Background: an optimization exercise with open tools, aiming at a short achievable clock period and few clock cycles. Do not read the settings as production practice. RTL that was checked went through simulation tests only; none was proved equivalent to the original. Function not checked in runs 1 and 2: the RTL went through the layout flow alone. No activity file was given, so power comes from the tool's default toggle rates.

--- flow/design.v ---
module lsxgt_response_parser (
    input  wire        clk,
    input  wire        rst,           
    input  wire [7:0]  count,         
    input  wire        in_valid,
    output wire        in_ready,
    input  wire [7:0]  in_data,       
    input  wire        in_last,       
    output wire        out_valid,
    input  wire        out_ready,
    output wire [63:0] out_value,     
    output wire        out_end,       
    output wire        out_err,       
    output wire [7:0]  out_err_i,     
    output wire [7:0]  out_err_j,     
    output wire [16:0] out_err_idx    
);
    localparam integer XTRA  = 8;              
    localparam integer NBYTE = 128 + XTRA;
    localparam integer NBLK  = (NBYTE + 7) / 8;    
    localparam [2:0] E_LOAD = 3'd0,
                     E_MUL  = 3'd1,
                     E_CHK1 = 3'd2,
                     E_CHK2 = 3'd3,
                     E_EMIT = 3'd4,
                     E_END  = 3'd5;
    integer k, m;
    reg        rdy;         
    reg        s_valid, s_last;
    reg [7:0]  s_data, s_count;
    reg        k_valid, k_last;    
    reg [7:0]  k_data, k_count;
    reg        cons;        
    reg [8*NBYTE-1:0] rx;   
    reg [7:0]  rx_len;      
    reg [7:0]  rx_num;      
    reg [3:0]  sh;          
    reg        busy;
    reg [2:0]  est;
    reg [7:0]  eL, eN, eC;
    reg [7:0]  step;        
    reg [15:0] mcand;
    reg [7:0]  mplier;
    reg [15:0] prod;        
    reg [15:0] pn;          
    reg [16:0] t;           
    reg [7:0]  a;           
    reg [7:0]  vi;          
    reg [7:0]  mask;
    reg        e_err;
    reg [7:0]  e_j;
    reg [16:0] e_idx;
    reg [2:0]  cred;        
    wire take   = in_valid & rdy;
    wire s_free = ~s_valid | cons;
    wire snap   = cons & s_last;
    wire s_valid_n = s_free ? (k_valid | take) : 1'b1;
    wire s_last_n  = s_free ? (k_valid ? k_last : in_last) : s_last;
    wire k_valid_n = s_free ? 1'b0 : (k_valid | take);
    wire issue    = busy & ((est == E_EMIT) | (est == E_END)) & (cred != 3'd0);
    wire eng_done = issue & (est == E_END);
    wire busy_n   = snap | (busy & ~eng_done);
    wire [3:0] sh_n = snap ? 4'd0 : (cons & (sh != XTRA)) ? sh + 4'd1 : sh;
    wire [7:0] rd_a = a + {7'd0, cons};           
    wire err_n    = {8'd0, eL} < pn;
    reg [2:0]  est_n;
    reg [7:0]  a_n;
    always @(*) begin
        est_n = est;
        a_n   = a;
        if (snap)
            est_n = E_LOAD;
        else case (est)
            E_LOAD: est_n = (eL <= 8'd30 || eN == 8'd0) ? E_END : E_MUL;
            E_MUL:  if (mplier[7:1] == 7'd0) est_n = E_CHK1;
            E_CHK1: est_n = E_CHK2;
            E_CHK2: est_n = err_n ? E_END : E_EMIT;
            E_EMIT: if (issue && vi == 8'd1) est_n = E_END;
            default: ;
        endcase
        if (est == E_CHK2)
            a_n = pn[7:0] - 8'd1 + {4'd0, sh} + {7'd0, cons};
        else if (est == E_EMIT)
            a_n = rd_a - (issue ? step : 8'd0);
    end
    wire rd_pend_n = busy_n & (est_n != E_END);
    wire blocked_n = rd_pend_n & ((est_n == E_EMIT) ? (a_n == NBYTE - 1) : (sh_n == XTRA));
    wire cons_n    = s_valid_n & ~(s_last_n & busy_n) & ~blocked_n;
    reg          v1, e1;
    reg [NBLK-1:0] sel1;    
    reg [2:0]    r1;
    reg [7:0]    m1;
    reg [33:0]   p1;
    reg          v2, e2;
    reg [119:0]  blk2;
    reg [7:0]    rsel2;     
    reg [7:0]    m2;
    reg [33:0]   p2;
    wire [8*NBYTE+55:0] ext = {rx, 56'd0};
    reg [119:0] blk_nx;
    always @(*) begin
        blk_nx = 120'd0;
        for (m = 0; m < NBLK; m = m + 1)
            if (sel1[m])
                blk_nx = blk_nx | ext[64*m +: 120];
    end
    reg [63:0] val2;
    always @(*) begin
        val2 = 64'd0;
        for (k = 0; k < 8; k = k + 1)
            for (m = 0; m < 8; m = m + 1)
                if (rsel2[m] && m2[k])
                    val2[8*k +: 8] = val2[8*k +: 8] | blk2[8*(m+7-k) +: 8];
    end
    reg [64:0] fq [0:3];
    reg [1:0]  fw, fr;
    reg [2:0]  fcnt;
    reg        o_valid;
    reg [63:0] o_value;
    reg        o_end, o_err;
    reg [7:0]  o_i, o_j;
    reg [16:0] o_idx;
    wire pop = (fcnt != 3'd0) & (~o_valid | out_ready);
    wire [64:0] fh = fq[fr];
    always @(posedge clk) begin
        if (s_free) begin
            s_data  <= k_valid ? k_data  : in_data;
            s_last  <= k_valid ? k_last  : in_last;
            s_count <= k_valid ? k_count : count;
        end
        if (rdy) begin
            k_data  <= in_data;
            k_last  <= in_last;
            k_count <= count;
        end
        if (cons)
            rx <= {rx[8*NBYTE-9:0], s_data};
        if (cons & (rx_len == 8'd30))
            rx_num <= s_data;
        if (snap) begin
            eL <= rx_len + 8'd1;
            eN <= (rx_len == 8'd30) ? s_data : rx_num;
            eC <= s_count;
        end
        if (rst) begin
            rdy     <= 1'b1;
            s_valid <= 1'b0;
            k_valid <= 1'b0;
            cons    <= 1'b0;
            rx_len  <= 8'd0;
            sh      <= 4'd0;
            busy    <= 1'b0;
        end else begin
            s_valid <= s_valid_n;
            k_valid <= k_valid_n;
            rdy     <= ~k_valid_n;
            cons    <= cons_n;
            if (snap)
                rx_len <= 8'd0;
            else if (cons)
                rx_len <= rx_len + 8'd1;
            sh   <= sh_n;
            busy <= busy_n;
        end
    end
    always @(posedge clk) begin
        est <= est_n;
        a   <= a_n;
        case (est)
            E_LOAD: begin
                step   <= eN + 8'd2;
                mcand  <= {8'd0, eN} + 16'd2;
                mplier <= eC - 8'd1;
                prod   <= 16'd0;
                e_err  <= 1'b0;
            end
            E_MUL: begin
                if (mplier[0])
                    prod <= prod + mcand;
                mcand  <= {mcand[14:0], 1'b0};
                mplier <= {1'b0, mplier[7:1]};
            end
            E_CHK1: begin
                pn <= prod + {8'd0, eN};
                t  <= {9'd0, eL} - {1'b0, prod};
            end
            E_CHK2: begin
                vi <= eC;
                for (k = 0; k < 8; k = k + 1)
                    mask[k] <= (eN > k);
                e_j   <= (t[16] ? 8'd0 : t[7:0]) + 8'd1;
                e_idx <= (t[16] ? t : 17'd0) - 17'd1;
                e_err <= err_n;
            end
            E_EMIT: if (issue)
                vi <= vi - 8'd1;
            default: ;
        endcase
    end
    always @(posedge clk) begin
        for (m = 0; m < NBLK; m = m + 1)
            sel1[m] <= (rd_a[7:3] == m);
        r1 <= rd_a[2:0];
        m1 <= mask;
        e1 <= (est == E_END);
        p1 <= {e_err, eC, e_j, e_idx};
        blk2 <= blk_nx;
        for (m = 0; m < 8; m = m + 1)
            rsel2[m] <= (r1 == m);
        m2 <= m1;
        e2 <= e1;
        p2 <= p1;
        if (v2)
            fq[fw] <= e2 ? {1'b1, 30'd0, p2} : {1'b0, val2};
        if (pop) begin
            o_value <= fh[63:0];
            o_end   <= fh[64];
            o_err   <= fh[33];
            o_i     <= fh[32:25];
            o_j     <= fh[24:17];
            o_idx   <= fh[16:0];
        end
        if (rst) begin
            v1 <= 1'b0;
            v2 <= 1'b0;
            fw <= 2'd0;
            fr <= 2'd0;
            fcnt <= 3'd0;
            cred <= 3'd4;
            o_valid <= 1'b0;
        end else begin
            v1 <= issue;
            v2 <= v1;
            if (v2)
                fw <= fw + 2'd1;
            if (pop)
                fr <= fr + 2'd1;
            fcnt <= fcnt + {2'd0, v2} - {2'd0, pop};
            cred <= cred - {2'd0, issue} + {2'd0, pop};
            o_valid <= pop | (o_valid & ~out_ready);
        end
    end
    assign in_ready    = rdy;
    assign out_valid   = o_valid;
    assign out_value   = o_value;
    assign out_end     = o_end;
    assign out_err     = o_err;
    assign out_err_i   = o_i;
    assign out_err_j   = o_j;
    assign out_err_idx = o_idx;
endmodule
--- flow/run.sh ---
#!/bin/bash
# synth_recipe.tcl (not shown) runs the flow's synth.tcl, then flattens the netlist and writes it again
# the make line also repeats each setting of config.mk as NAME=value (left out here)
make -C /OpenROAD-flow-scripts/flow DESIGN_CONFIG=/design/flow/config.mk WORK_HOME=/design/flow/orfs CLKGATE_MAP_FILE= SYNTH_SCRIPT=/design/flow/synth_recipe.tcl finish
--- flow/config.mk ---
export PLATFORM = sky130hd
export DESIGN_NAME = lsxgt_response_parser
export DESIGN_NICKNAME = lsxgt_response_parser
export VERILOG_FILES = /design/flow/design.v
export SDC_FILE = /design/flow/constraint.sdc
export NUM_CORES = 4
export LEC_CHECK = 0
export ABC_CLOCK_PERIOD_IN_PS = 3000
export CAP_MARGIN = 20
export CORE_MARGIN = 2
export CORE_UTILIZATION = 40
export SETUP_SLACK_MARGIN = 5
export SLEW_MARGIN = 20
--- flow/constraint.sdc ---
create_clock -name core_clock -period 10.0 [get_ports {clk}]
set_input_delay 2.0000 -clock core_clock [delete_from_list [all_inputs] [get_ports {clk}]]
set_output_delay 2.0000 -clock core_clock [all_outputs]
set_load 0.01 [all_outputs]
==> summary.txt, run 1 <==
Critical path
  – Critical path's slowest cell: dfxtp_1
  – CP Capture Type: output port
  – Buf+Inv Stages, Crit Path: 1
  – Largest fanout on the critical path: 19
  – Slack of the worst reg-to-reg path: 5920 ps
  – Cell family with the largest share of critical-path delay: flip-flops
  – WP data required: 8000 ps
  – Worst R2R End: rx[200]$_DFFE_PP_
  – Worst r2r src: cons$_SDFF_PP0_
  – Crit-path cells: clkdlybuf4s50_1
  – Critical path depth: 1
  – Setup Crit Path Kind: flop to output port
  – Critical Path Max Stage Delay: 830 ps
  – Data arrival time of the worst path: 2320 ps
  – Reg2reg path depth: 3
  – CP Launch Type: flop

Yosys
  – Mapped Avg Cell Area: 15.6 µm²
  – Post-Syn Area: 0.0744 mm²
  – Synth Flop Type: edfxtp_1
  – Unique masters post-synth: 71
  – Post-Synthesis Cells: 4765
  – Asr flop ratio synth: 0%
  – Synth Net Count: 4870
  – Synth Register Bits: 1879
  – EDFF count, synth: 1601
  – Synth warn: 1
  – Register area share after synthesis: 72.1%

STA
  – Highest clock rate: 0.232 GHz
  – Final setup viols: 0
  – RSZ-0062 raised after global routing: no
  – Worst rel slew slack: 17.9%
  – Hold_ws: 326 ps
  – Post-route minimum period: 4320 ps
  – Hold Fails Final Rpt: 0
  – Skew final: 30.9 ps
  – Worst slew pin tran: 1230 ps
  – Max Slew Vio Count: 0
  – Final Cycle Share: 43.2%

Floorplanning
  – Initial core utilization: 40.2%
  – Die height: 435 µm
  – Die Width: 435 µm
  – Core Box Area: 0.185 mm²
  – Die area: 0.189 mm²
  – Top Ports: 122
  – Rows: 158

Placement
  – Final Wtd Congestion: 0.872
  – Placed Cells: 7065
  – Final HPWL DP: 128 mm
  – Port bufs: 121
  – Post-place instance area: 0.0779 mm²

Routing
  – Drt wl/cell: 28.3 µm
  – # DRC: 0
  – Initial DRC Count: 7147
  – Via density: 6.31
  – Antenna viol nets, final: 0
  – Router iterations before antenna repair: 9
  – Vias post-DR: 46700
  – Drt total wl: 210 mm

Power
  – Pwr Total: 23700 µW
  – Power Density: 283 mW/mm²
  – Worst vdd ir: 0.181 mV
  – Leakage: 0.0252 µW

Run
  – Max Cap Viol: 0

Min path
  – Hold depth: 0
  – Hold Path Origin: m1[4]$_DFF_P_
  – WHS Endpoint: m2[4]$_DFF_P_
  – Hold Path Class: flop to flop

Finish
  – Register Area: 0.0537 mm²
  – Multi-input logic area: 0.0191 mm²
  – Final non-filler cell total: 7408
  – Final Net Count: 4874
  – Area delta synth->final: 12.9%
  – Finished Cell Area: 0.0839 mm²
  – Filler cells: 16100
  – Layout cell share with drive strength beyond 1: 10.2%
  – Final Util: 45.4%
  – Antenna cells: 0

Global route
  – Vias in the first global route: 45900
  – Gr ovfl total: 0
  – First-pass GRT wire length: 310 mm
  – Largest net degree at the start of global routing: 207
  – Gr usage total: 21.5%
  – Initial antenna violation count: 6

Outcome
  – Status: no timing/DRC/antenna violations

CTS
  – Number of buffers created by CTS: 182
  – H-tree Lvls: 4
  – Post-CTS Setup Bufs: 0
  – Clk buf depth: 3
  – CTS resizes: 0
  – CTS tree: yes
  – Worst-path clk slew: 60 ps
  – Clk sink count: 1879
  – Clk root buf: clkbuf_16
  – Post-CTS Hold Fix Bufs: 0
  – Clk Latency, worst-skew pair: 830 ps
==> logic make-up (layout without fill, tap and decap cells) <==
group | count (synthesis) | count (layout) | synth area share [%]
flip-flops | 1879 | 1879 | 72.1
AO/OA/AOI/OAI | 1433 | 1433 | 15.4
AND/OR/NAND/NOR | 727 | 727 | 4.92
buffers and inverters | 445 | 608 | 2.44
XOR/XNOR | 104 | 104 | 1.22
multiplexers | 93 | 93 | 2.39
adder cells (fa/ha/maj) | 84 | 84 | 1.48
==> routing by layer <==
metal  global-route usage [%]  share of wire (%)  vias to the layer above
li1                         -                  -                    19700
met1                     29.6                 40                    23300
met2                     32.6                 45                     3116
met3                     4.75                 11                      580
met4                     10.0                4.5                        4
met5                        0             0.0081                        -
==> placed cells by master (no fill, tap or decap), drive strengths merged, types with 8 or more instances in the layout <==
master and count:
nand3 100, and3 33, o21ai 44, edfxtp 1601, o21a 8, clkdlybuf4s50 121, or2 8, nor4 10
a222oi 64, xnor2 57, nand2b 27, mux2 25, bufinv 13, xor2 47, and2 18, a22oi 649
a211oi 8, a21o 12, nand4 143, nand2 144, a22o 276, nor3 21, a41oi 31, or3 8
mux4 65, dfxtp 278, nor2 172, ha 77, clkinv 70, buf 70, clkbuf 248, a21oi 37
inv 79, a221oi 262, nor2b 23
==> final cells by class <==
cell class	instances	share of cell area, %
sequential	1879	64.0
multi-input combinational	2441	22.7
clock buffer	248	5.98
tap	2480	3.70
timing repair buffer	191	2.11
clock inverter	95	1.16
inverter	74	0.331
==> metrics by stage <==
| stage | setup slack (ps) | TNS (ps) |
|---|---|---|
| 6_report | 5680 | 0 |
| 2_1_floorplan | -1130 | -28370 |
| 3_5_place_dp | 4990 | 0 |
| 5_1_grt | 5550 | 0 |
| 3_3_place_gp | 4920 | 0 |
| 4_1_cts | 5580 | 0 |
==> sequential cells by signal, indices dropped and copies added (netlist names), 17 cells and up, named ones only <==
signal	count
rx	1088
t	17
p2	34
p1	34
blk2	120
e_idx	17
o_value	64
sel1	17
fq	260
==> cells in the mapped netlist, types with 57 or more instances <==
library cell  instances  area [µm²]
a221oi_1            262        2290
a222oi_1             64         641
a22o_1              276        2420
a22oi_1             649        4870
buf_1                74         278
clkbuf_1            258         968
dfxtp_1             278        5570
edfxtp_1           1601       48100
ha_1                 77         963
inv_1                73         274
mux4_2               65        1460
nand2_1             144         541
nand3_1             100         500
nand4_1             143         895
nor2_1              171         642
xnor2_1              57         499
==> how the worst max path moves through the flow <==
| stage | start | end | slack, ps |
|---|---|---|---|
| finish | rdy$_SDFF_PP1_ | in_ready | 5680 |
| global route | rdy$_SDFF_PP1_ | in_ready | 5550 |
| CTS | rdy$_SDFF_PP1_ | in_ready | 5580 |
| detailed placement | out_ready | cred[2]$_SDFF_PP1_ | 4990 |
| global placement | out_ready | cred[2]$_SDFF_PP1_ | 4920 |
| floorplan | cons$_SDFF_PP0_ | cons$_SDFF_PP0_ | -1130 |
==> power by group <==
group	switching [µW]	internal, µW	leakage, µW
Clock	2990	3880	0.00292
Combinational	3690	2350	0.00712
Sequential	1040	9790	0.0152
==> inputs of run 2 (changes only) <==
==> flow/flow/run.sh (new file) <==
#!/bin/bash
# Standard ORFS layout, with the timing repair asked for more setup slack than
# the flow settings allow (the constraints themselves are unchanged).
set -euo pipefail
export SETUP_SLACK_MARGIN=7
bash standard.sh > standard.log 2>&1
==> flow/standard.sh (new file) <==
#!/bin/bash
# synth_recipe.tcl (not shown) runs the flow's synth.tcl, then flattens the netlist and writes it again
# the make line also repeats each setting of config.mk as NAME=value (left out here)
make -C /OpenROAD-flow-scripts/flow DESIGN_CONFIG=/design/flow/config.mk WORK_HOME=/design/flow/orfs CLKGATE_MAP_FILE= SYNTH_SCRIPT=/design/flow/synth_recipe.tcl "${@:-finish}"
--- a/flow/config.mk
+++ b/flow/config.mk
@@ -9,5 +9,4 @@
 export CAP_MARGIN = 20
 export CORE_MARGIN = 2
 export CORE_UTILIZATION = 40
-export SETUP_SLACK_MARGIN = 5
 export SLEW_MARGIN = 20
removed: flow/run.sh
==> run 2 against run 1 <==
Net effect: still clean on timing, DRC and antenna; synthesized cell count unchanged; utilization increased by 0.089 points; sequential power about the same; global-route usage increased by 0.23 points; clock power about the same; total power increased by 0.18%; sequential share of layout area decreased by 0.11 points; clock skew decreased by 4.0 ps; fmax increased by 23%; combinational power increased by 1%; critical endpoint is now out_value[62].
==> summary.txt, run 2 <==
Floorplanning
  – Initial core utilization: 40.2% (unchanged)
  – Core Box Area: 0.185 mm² (unchanged)
  – Die Width: 435 µm (unchanged)
  – Rows: 158 (unchanged)
  – Die area: 0.189 mm² (unchanged)
  – Die height: 435 µm (unchanged)
  – Top Ports: 122 (unchanged)

Critical path
  – Crit-path cells: buf_6
  – CP Capture Type: output port
  – Buf+Inv Stages, Crit Path: 1 (unchanged)
  – Largest fanout on the critical path: 1 (-18)
  – Data arrival time of the worst path: 1500 ps (-820 ps)
  – WP data required: 8000 ps (about the same)
  – Cell family with the largest share of critical-path delay: flip-flops
  – Critical path's slowest cell: edfxtp_1
  – Critical Path Max Stage Delay: 500 ps (-330 ps)
  – CP Launch Type: flop
  – Setup Crit Path Kind: flop to output port

CTS
  – Clk buf depth: 3 (unchanged)
  – Number of buffers created by CTS: 182 (unchanged)
  – CTS tree: yes
  – H-tree Lvls: 4 (unchanged)
  – Clk root buf: clkbuf_16
  – Clk sink count: 1879 (unchanged)
  – Clk Latency, worst-skew pair: 830 ps (about the same)
  – Worst-path clk slew: 60 ps (about the same)

Placement
  – Post-place instance area: 0.0779 mm² (unchanged)
  – Final Wtd Congestion: 0.872 (unchanged)
  – Port bufs: 121 (unchanged)
  – Final HPWL DP: 128 mm (unchanged)

Run
  – Max Cap Viol: 0 (unchanged)

Power
  – Pwr Total: 23800 µW (+0.18%)
  – Power Density: 283 mW/mm² (about the same)
  – Leakage: 0.0255 µW (+1.1%)
  – Worst vdd ir: 0.181 mV (+0.17%)

STA
  – Skew final: 26.9 ps (-3.98 ps)
  – Max Slew Vio Count: 0 (unchanged)
  – Final Cycle Share: 35.0% (-8.2 points)
  – Post-route minimum period: 3500 ps (-821 ps)
  – RSZ-0062 raised after global routing: yes
  – Worst slew pin tran: 1130 ps (-98.2 ps)
  – Worst rel slew slack: 24.4% (+6.5 points)
  – Hold Fails Final Rpt: 0 (unchanged)
  – Highest clock rate: 0.286 GHz (+23%)
  – Final setup viols: 0 (unchanged)

Global route
  – Gr ovfl total: 0 (unchanged)
  – Initial antenna violation count: 4 (-2)
  – Vias in the first global route: 46000 (+0.21%)
  – Gr usage total: 21.8% (+0.23 points)
  – Largest net degree at the start of global routing: 104 (-50%)
  – First-pass GRT wire length: 312 mm (+0.94%)

Finish
  – Commonest non-fill, non-tap cell in the layout: edfxtp_1
  – Filler cells: 16100 (+0.019%)
  – Antenna cells: 0 (unchanged)
  – Area delta synth->final: 13.1%
  – Largest regs: rx: 1088 flops, fq: 260 flops, blk2: 120 flops
  – Finished Cell Area: 0.0841 mm² (+0.20%)
  – Max reg flops: 1088 (unchanged)
  – Layout cell share with drive strength beyond 1: 13.5% (+3.3 points)
  – Reg with most FFs: rx
  – Final Net Count: 4902 (+0.57%)
  – Most frequent cells in the layout: edfxtp_1 (1601), a22oi_1 (648), a22o_1 (276)

Yosys
  – EDFF count, synth: 1601 (unchanged)
  – Unique masters post-synth: 71 (unchanged)
  – Asr flop ratio synth: 0% (unchanged)
  – Synth top area share: 64.6% (unchanged)
  – Largest cells by area after synthesis: edfxtp_1 (65%), dfxtp_1 (7.5%), a22oi_1 (6.6%), a22o_1 (3.3%), a221oi_1 (3.1%)
  – Yosys top cell by area: edfxtp_1
  – Synth Register Bits: 1879 (unchanged)
  – Top-count cell post-synth: edfxtp_1
  – Synth warn: 1 (unchanged)
  – Synth Net Count: 4870 (unchanged)
  – Register area share after synthesis: 72.1% (unchanged)
  – Post-Synthesis Cells: 4765 (unchanged)
  – Post-Syn Area: 0.0744 mm² (unchanged)
  – Mapped Avg Cell Area: 15.6 µm² (unchanged)
  – Commonest cells in the synthesized netlist: edfxtp_1 (1601), a22oi_1 (649), dfxtp_1 (278), a22o_1 (276), a221oi_1 (262)
  – Synth Flop Type: edfxtp_1

Routing
  – Initial DRC Count: 7168 (+0.29%)
  – # DRC: 0 (unchanged)
  – Drt wl/cell: 28.5 µm (+0.64%)
  – Vias post-DR: 47100 (+0.83%)
  – Via density: 6.34 (+0.45%)
  – Drt total wl: 212 mm (+1.0%)
  – Antenna viol nets, final: 0 (unchanged)
  – Router iterations before antenna repair: 6 (-3)

Outcome
  – Status: no timing/DRC/antenna violations

Min path
  – Hold Path Class: flop to flop
==> run 2: cell count changes in the layout (fill, tap and decap cells not counted), moves of 4 or more <==
cell             delta
buf_16              +4
buf_2              +91
buf_4              +15
buf_6              +15
bufbuf_16           +5
clkdlybuf4s50_1   -102
dfxtp_1             -5
ha_1                -5
ha_4                +4
inv_1               -4
==> run 2: layout make-up <==
cell class | instances | area [µm²] | share of cell area (%)
Timing Repair Buffer | 219 | 1760 | 2.09
Inverter | 74 | 283 | 0.336
Clock inverter | 95 | 971 | 1.15
Tap cell | 2480 | 3100 | 3.69
Clock buffer | 248 | 5020 | 5.96
Multi-Input combinational cell | 2441 | 19200 | 22.9
Sequential cell | 1879 | 53700 | 63.9
==> run 2: repair_timing <==
| item | CTS | global route |
|---|---|---|
| endpoints found under the setup margin | 629 | 116 |
| gates resized for setup | 450 | 35 |
| pin swaps | 14 | 20 |
| cloned | 5 | 0 |
| setup buffers | 13 | 9 |
| hold buffers | 0 | 0 |
==> run 2: stage by stage <==
step	hold slack, ps	setup TNS (ps)	utilization [%]	setup slack, ps	instances
after floorplan	310	-28370	-	-1130	4765
after detailed placement	312	0	42.1	4990	7065
after global routing	324	0	45.4	6470	7436
after global placement	310	0	42.1	4920	7065
final	324	0	45.4	6500	7436
after CTS	323	0	45.3	6450	7426
==> run 2: kinds of logic (layout without fill, tap and decap cells) <==
kind of cell	Yosys count	in the layout	synth area share [%]
AO/OA/AOI/OAI	1433	1433	15.4
XOR/XNOR	104	104	1.22
adder cells (fa/ha/maj)	84	84	1.48
buffers and inverters	445	636	2.44
flip-flops	1879	1879	72.1
multiplexers	93	93	2.39
AND/OR/NAND/NOR	727	727	4.92
==> run 2: report_power, final <==
group,leakage (µW),switching (µW),internal (µW)
sequential,0.0152,1030,9780
combinational,0.00740,3790,2320
clock,0.00292,2990,3880
total,0.0255,7820,16000
==> run 2: worst paths after layout <==
path                           end  slack [ps]                  start  cells after the start
setup / recovery     out_value[62]        6500  o_value[62]$_DFFE_PP_                      1
hold reg to reg     p2[18]$_DFF_P_         320         p1[18]$_DFF_P_                      0
hold / removal      p2[18]$_DFF_P_         320         p1[18]$_DFF_P_                      0
setup reg to reg  blk2[75]$_DFF_P_        7020        sel1[1]$_DFF_P_                      5
==> run 2: layer usage <==
layer / vias up / global-route usage [%] / share of wire, %
li1: 19800 / - / -
met1: 23500 / 30.0 / 40
met2: 3278 / 32.8 / 45
met3: 583 / 4.74 / 11
met4: 2 / 10.3 / 4.7
met5: - / 0 / 0.0052
==> inputs of run 3 (changes only) <==
--- a/flow/design.v
+++ b/flow/design.v
@@ -113,15 +113,24 @@
                     val2[8*k +: 8] = val2[8*k +: 8] | blk2[8*(m+7-k) +: 8];
     end
     reg [64:0] fq [0:3];
-    reg [1:0]  fw, fr;
-    reg [2:0]  fcnt;
+    reg [1:0]  fw, fh;
+    reg [2:0]  fcnt;        
     reg        o_valid;
     reg [63:0] o_value;
     reg        o_end, o_err;
     reg [7:0]  o_i, o_j;
     reg [16:0] o_idx;
-    wire pop = (fcnt != 3'd0) & (~o_valid | out_ready);
-    wire [64:0] fh = fq[fr];
+    wire deliver = o_valid & out_ready;
+    wire [1:0]  fh_n = fh + {1'b0, deliver};
+    wire [64:0] cur = fq[fh];
+    wire [64:0] nxt = fq[fh + 2'd1];
+    wire [99:0] cur_o = {cur[64], cur[64] & cur[33],
+                         cur[64] ? cur[32:0] : 33'd0,
+                         cur[64] ? 64'd0 : cur[63:0]};
+    wire [99:0] nxt_o = {nxt[64], nxt[64] & nxt[33],
+                         nxt[64] ? nxt[32:0] : 33'd0,
+                         nxt[64] ? 64'd0 : nxt[63:0]};
+    wire [99:0] head_o = deliver ? nxt_o : cur_o;
     always @(posedge clk) begin
         if (s_free) begin
             s_data  <= k_valid ? k_data  : in_data;
@@ -212,19 +221,12 @@
         p2 <= p1;
         if (v2)
             fq[fw] <= e2 ? {1'b1, 30'd0, p2} : {1'b0, val2};
-        if (pop) begin
-            o_value <= fh[63:0];
-            o_end   <= fh[64];
-            o_err   <= fh[33];
-            o_i     <= fh[32:25];
-            o_j     <= fh[24:17];
-            o_idx   <= fh[16:0];
-        end
+        {o_end, o_err, o_i, o_j, o_idx, o_value} <= head_o;
         if (rst) begin
             v1 <= 1'b0;
             v2 <= 1'b0;
             fw <= 2'd0;
-            fr <= 2'd0;
+            fh <= 2'd0;
             fcnt <= 3'd0;
             cred <= 3'd4;
             o_valid <= 1'b0;
@@ -233,11 +235,10 @@
             v2 <= v1;
             if (v2)
                 fw <= fw + 2'd1;
-            if (pop)
-                fr <= fr + 2'd1;
-            fcnt <= fcnt + {2'd0, v2} - {2'd0, pop};
-            cred <= cred - {2'd0, issue} + {2'd0, pop};
-            o_valid <= pop | (o_valid & ~out_ready);
+            fh <= fh_n;
+            fcnt <= fcnt + {2'd0, v2} - {2'd0, deliver};
+            cred <= cred - {2'd0, issue} + {2'd0, deliver};
+            o_valid <= (fcnt != {2'd0, deliver});
         end
     end
     assign in_ready    = rdy;
==> flow/run.sh (new file) <==
#!/bin/bash
# synth_recipe.tcl (not shown) runs the flow's synth.tcl, then flattens the netlist and writes it again
# the make line also repeats each setting of config.mk as NAME=value (left out here)
make -C /OpenROAD-flow-scripts/flow DESIGN_CONFIG=/design/flow/config.mk WORK_HOME=/design/flow/orfs CLKGATE_MAP_FILE= SYNTH_SCRIPT=/design/flow/synth_recipe.tcl finish
--- a/flow/config.mk
+++ b/flow/config.mk
@@ -5,8 +5,11 @@
 export SDC_FILE = /design/flow/constraint.sdc
 export NUM_CORES = 4
 export LEC_CHECK = 0
-export ABC_CLOCK_PERIOD_IN_PS = 3000
+export ABC_CLOCK_PERIOD_IN_PS = 2500
 export CAP_MARGIN = 20
 export CORE_MARGIN = 2
-export CORE_UTILIZATION = 40
+export CORE_UTILIZATION = 55
+export CTS_CLUSTER_DIAMETER = 150
+export CTS_CLUSTER_SIZE = 25
+export SETUP_SLACK_MARGIN = 5
 export SLEW_MARGIN = 20
removed: flow/flow/run.sh
removed: flow/standard.sh
==> run 3 against run 2 <==
Net effect: still clean on timing, DRC and antenna; die area decreased by 25%; hold slack improved by 2.6 ps; critical path depth unchanged; flip-flop and latch count increased by 32; final cell count decreased by 8.3%; clock power decreased by 41%; area after synthesis increased by 3.1%; clock-buffer cell count decreased by 94; first-iteration DRC count decreased by 6.4%; fmax decreased by 17%; routed wire length increased by 2.3%; largest power group unchanged.
==> summary.txt, run 3 <==
Outcome
  – Status: no timing/DRC/antenna violations

Yosys
  – Post-Synthesis Cells: 4970 (+4.3%)
  – Unique masters post-synth: 76 (+7.0%)
  – Asr flop ratio synth: 0% (unchanged)
  – Synth warn: 1 (unchanged)
  – EDFF count, synth: 1536 (-4.1%)
  – Synth Flop Type: edfxtp_1
  – Top-count cell post-synth: edfxtp_1
  – Synth Register Bits: 1911 (+1.7%)
  – Largest cells by area after synthesis: edfxtp_1 (60%), dfxtp_1 (9.8%), a22oi_1 (6.4%), a22o_1 (4.3%), mux4_2 (3.8%)
  – Synth Net Count: 5076 (+4.2%)
  – Post-Syn Area: 0.0767 mm² (+3.1%)
  – Register area share after synthesis: 69.9% (-2.2 points)
  – Synth top area share: 60.2% (-4.5 points)
  – Yosys top cell by area: edfxtp_1
  – Commonest cells in the synthesized netlist: edfxtp_1 (1536), a22oi_1 (652), dfxtp_1 (375), a22o_1 (373), clkbuf_1 (289)
  – Mapped Avg Cell Area: 15.4 µm² (-1.2%)

CTS
  – Number of buffers created by CTS: 86 (-53%)
  – Clk sink count: 1911 (+1.7%)
  – Worst-path clk slew: 100 ps (+40 ps)
  – CTS tree: yes
  – Clk root buf: clkbuf_16
  – CTS resizes: 0 (-100%)
  – Post-CTS Setup Bufs: 0 (-13)
  – H-tree Lvls: 3 (-1)
  – Clk buf depth: 3 (unchanged)
  – Post-CTS Hold Fix Bufs: 0 (unchanged)
  – Clk Latency, worst-skew pair: 730 ps (-100 ps)

Global route
  – Met1 usage: 42.0% (+12 points)
  – Largest net degree at the start of global routing: 203 (+95%)
  – GR Layer Usage met2: 45.4% (+13 points)
  – M3 GR Usage: 6.48% (+1.7 points)
  – Gr ovfl total: 0 (unchanged)
  – Gr usage total: 30.0% (+8.2 points)
  – GRT Max-Usage Layer: met2
  – Vias in the first global route: 47100 (+2.3%)
  – First-pass GRT wire length: 316 mm (+1.1%)
  – Initial antenna violation count: 5 (+1)

Finish
  – Filler cells: 10600 (-34%)
  – Multi-input logic area: 0.0214 mm² (+11%)
  – Commonest non-fill, non-tap cell in the layout: edfxtp_1
  – Max reg flops: 1088 (unchanged)
  – Finished Cell Area: 0.0820 mm² (-2.5%)
  – Reg with most FFs: rx
  – Layout cell share with drive strength beyond 1: 7.75% (-5.7 points)
  – Most frequent cells in the layout: edfxtp_1 (1536), a22oi_1 (652), a22o_1 (373)
  – Final Net Count: 4981 (+1.6%)
  – Area delta synth->final: 6.93%
  – Largest regs: rx: 1088 flops, fq: 260 flops, blk2: 120 flops
  – Final Util: 59.0% (+14 points)
  – Register Area: 0.0537 mm² (about the same)

Placement
  – Final Wtd Congestion: 0.892 (+2.3%)
  – DP Worst Slack: 5690 ps (+698 ps)
  – Final HPWL DP: 134 mm (+4.2%)
  – Port bufs: 121 (unchanged)
  – Post-place instance area: 0.0795 mm² (+2.0%)

Power
  – Power Density: 254 mW/mm² (-10%)
  – Worst vdd ir: 0.156 mV (-14%)
  – Leakage: 0.0243 µW (-4.5%)

STA
  – Final Cycle Share: 42.3% (+7.3 points)
  – Max Slew Vio Count: 0 (unchanged)
  – Worst slew pin tran: 1270 ps (+132 ps)
  – Final setup viols: 0 (unchanged)
  – Worst rel slew slack: 15.6% (-8.8 points)
  – Post-route minimum period: 4230 ps (+731 ps)
  – RSZ-0062 raised after global routing: no
  – Hold Fails Final Rpt: 0 (unchanged)
  – Skew final: 25.4 ps (-1.45 ps)
  – Final worst slack: 5770 ps (-731 ps)
  – Highest clock rate: 0.237 GHz (-17%)
  – Hold_ws: 327 ps (+2.64 ps)

Critical path
  – Data arrival time of the worst path: 2230 ps (+730 ps)
  – WP data required: 8000 ps (about the same)
  – Critical path's slowest cell: dfxtp_1
  – Worst R2R End: cons$_SDFF_PP0_
  – CP Launch Type: flop
  – CP Capture Type: output port
  – Reg2reg path depth: 13 (+8)
  – Critical Path Max Stage Delay: 840 ps (+340 ps)
  – Crit-path cells: clkdlybuf4s50_1
  – Worst r2r src: cons$_SDFF_PP0_
  – Slack of the worst reg-to-reg path: 6310 ps (-710 ps)
  – Largest fanout on the critical path: 19 (+18)
  – Critical path depth: 1 (unchanged)
  – Buf+Inv Stages, Crit Path: 1 (unchanged)
  – Setup Crit Path Kind: flop to output port
  – Cell family with the largest share of critical-path delay: flip-flops

Routing
  – Initial DRC Count: 6708 (-6.4%)
  – Antenna viol nets, final: 0 (unchanged)
  – Router iterations before antenna repair: 9 (+3)
  – Via density: 7.10 (+12%)
  – # DRC: 0 (unchanged)
  – Drt wl/cell: 31.8 µm (+12%)
  – Vias post-DR: 48400 (+2.8%)
  – Drt total wl: 217 mm (+2.3%)

Min path
  – Hold Path Origin: p1[3]$_DFF_P_
  – Hold Path Class: flop to flop
  – Hold depth: 0 (unchanged)
  – WHS Endpoint: p2[3]$_DFF_P_

Floorplanning
  – Rows: 137 (-13%)
  – Die Width: 377 µm (-13%)
  – Initial core utilization: 55.2% (+15 points)
  – Core Box Area: 0.139 mm² (-25%)
  – Top Ports: 122 (unchanged)
  – Die height: 377 µm (-13%)
  – Die area: 0.142 mm² (-25%)

Run
  – Max Cap Viol: 0 (unchanged)
## run 3: how the worst max path moves through the flow
stage / from / end
after detailed placement: out_ready / fcnt[2]$_SDFF_PP0_
after floorplan: cons$_SDFF_PP0_ / cons$_SDFF_PP0_
after CTS: rdy$_SDFF_PP1_ / in_ready
final: rdy$_SDFF_PP1_ / in_ready
after global routing: rdy$_SDFF_PP1_ / in_ready
after global placement: out_ready / fcnt[2]$_SDFF_PP0_
## run 3: cell families after synthesis
family	after synthesis	synth area share (%)
AOI/OAI and AO/OA	1552	16.2
xor gates and xnor gates	101	1.15
adders and majority gates	85	1.46
buffers and inverters	453	2.31
DFF	1911	69.9
muxes	158	4.22
and+or+nand+nor	710	4.68
## run 3: metrics by stage
stage	total power (µW)	instances	setup TNS (ps)
after floorplan	14400	4970	-3710
after global placement	16800	6663	0
after detailed placement	16800	6663	0
after CTS	20800	6819	0
after global routing	21700	6819	0
final	20800	6820	0
## run 3: power by group
part / leakage [µW] / total (µW) / switching, µW / internal, µW
clock network: 0.00116 / 4070 / 2400 / 1670
registers: 0.0153 / 10800 / 939 / 9830
logic: 0.00785 / 5980 / 3750 / 2230
## run 3: layout make-up
class | count | share of cell area (%)
clock inverter | 2 | 0.0305
timing repair buffer | 190 | 2.17
tap | 1876 | 2.86
antenna | 1 | 0.00305
clock buffer | 154 | 2.96
inverter | 80 | 0.366
sequential | 1911 | 65.5
multi-input combinational | 2606 | 26.1
## run 3: routing by layer
metal / share of wire (%) / vias up
met5: 0.012 / -
met4: 4.6 / 4
met3: 9.9 / 519
met2: 45 / 3085
met1: 40 / 24400
li1: - / 20400
Testbench counts of run 3, summed over its fixed seeds: cycles 54,781.

==> port drivers added, routing unchanged <==
No port has a modelled driver above. Below, the same layouts with a new extraction and two added sets of constraints.
Step 1, drivers: a clkbuf_16 drives clk and a buf_2 each remaining input, both assumed.
Step 2 moves the port delays by t, midway between the first and last clock arrival at a register: inputs arrive t later, outputs are due t later. That takes back most of the time a late clock gives input paths.
Three values: ideal, step 1, step 2; two values: the first two.
| run | shift t [ns] | slack for setup (ns) | worst slew at a driven data input, ns |
|---|---|---|---|
| run 1 | 0.893 | 5.682 / 5.602 / 5.041 | 0.04 |
| run 2 | 0.891 | 6.503 / 6.425 / 6.228 | 0.04 |
| run 3 | 0.803 | 5.772 / 5.692 / 5.703 | 0.03 |
After both steps setup and hold are still met in every run listed. The setup slack of run 1, which loses most, moves by -0.080 ns with the drivers and by -0.641 ns with both steps.
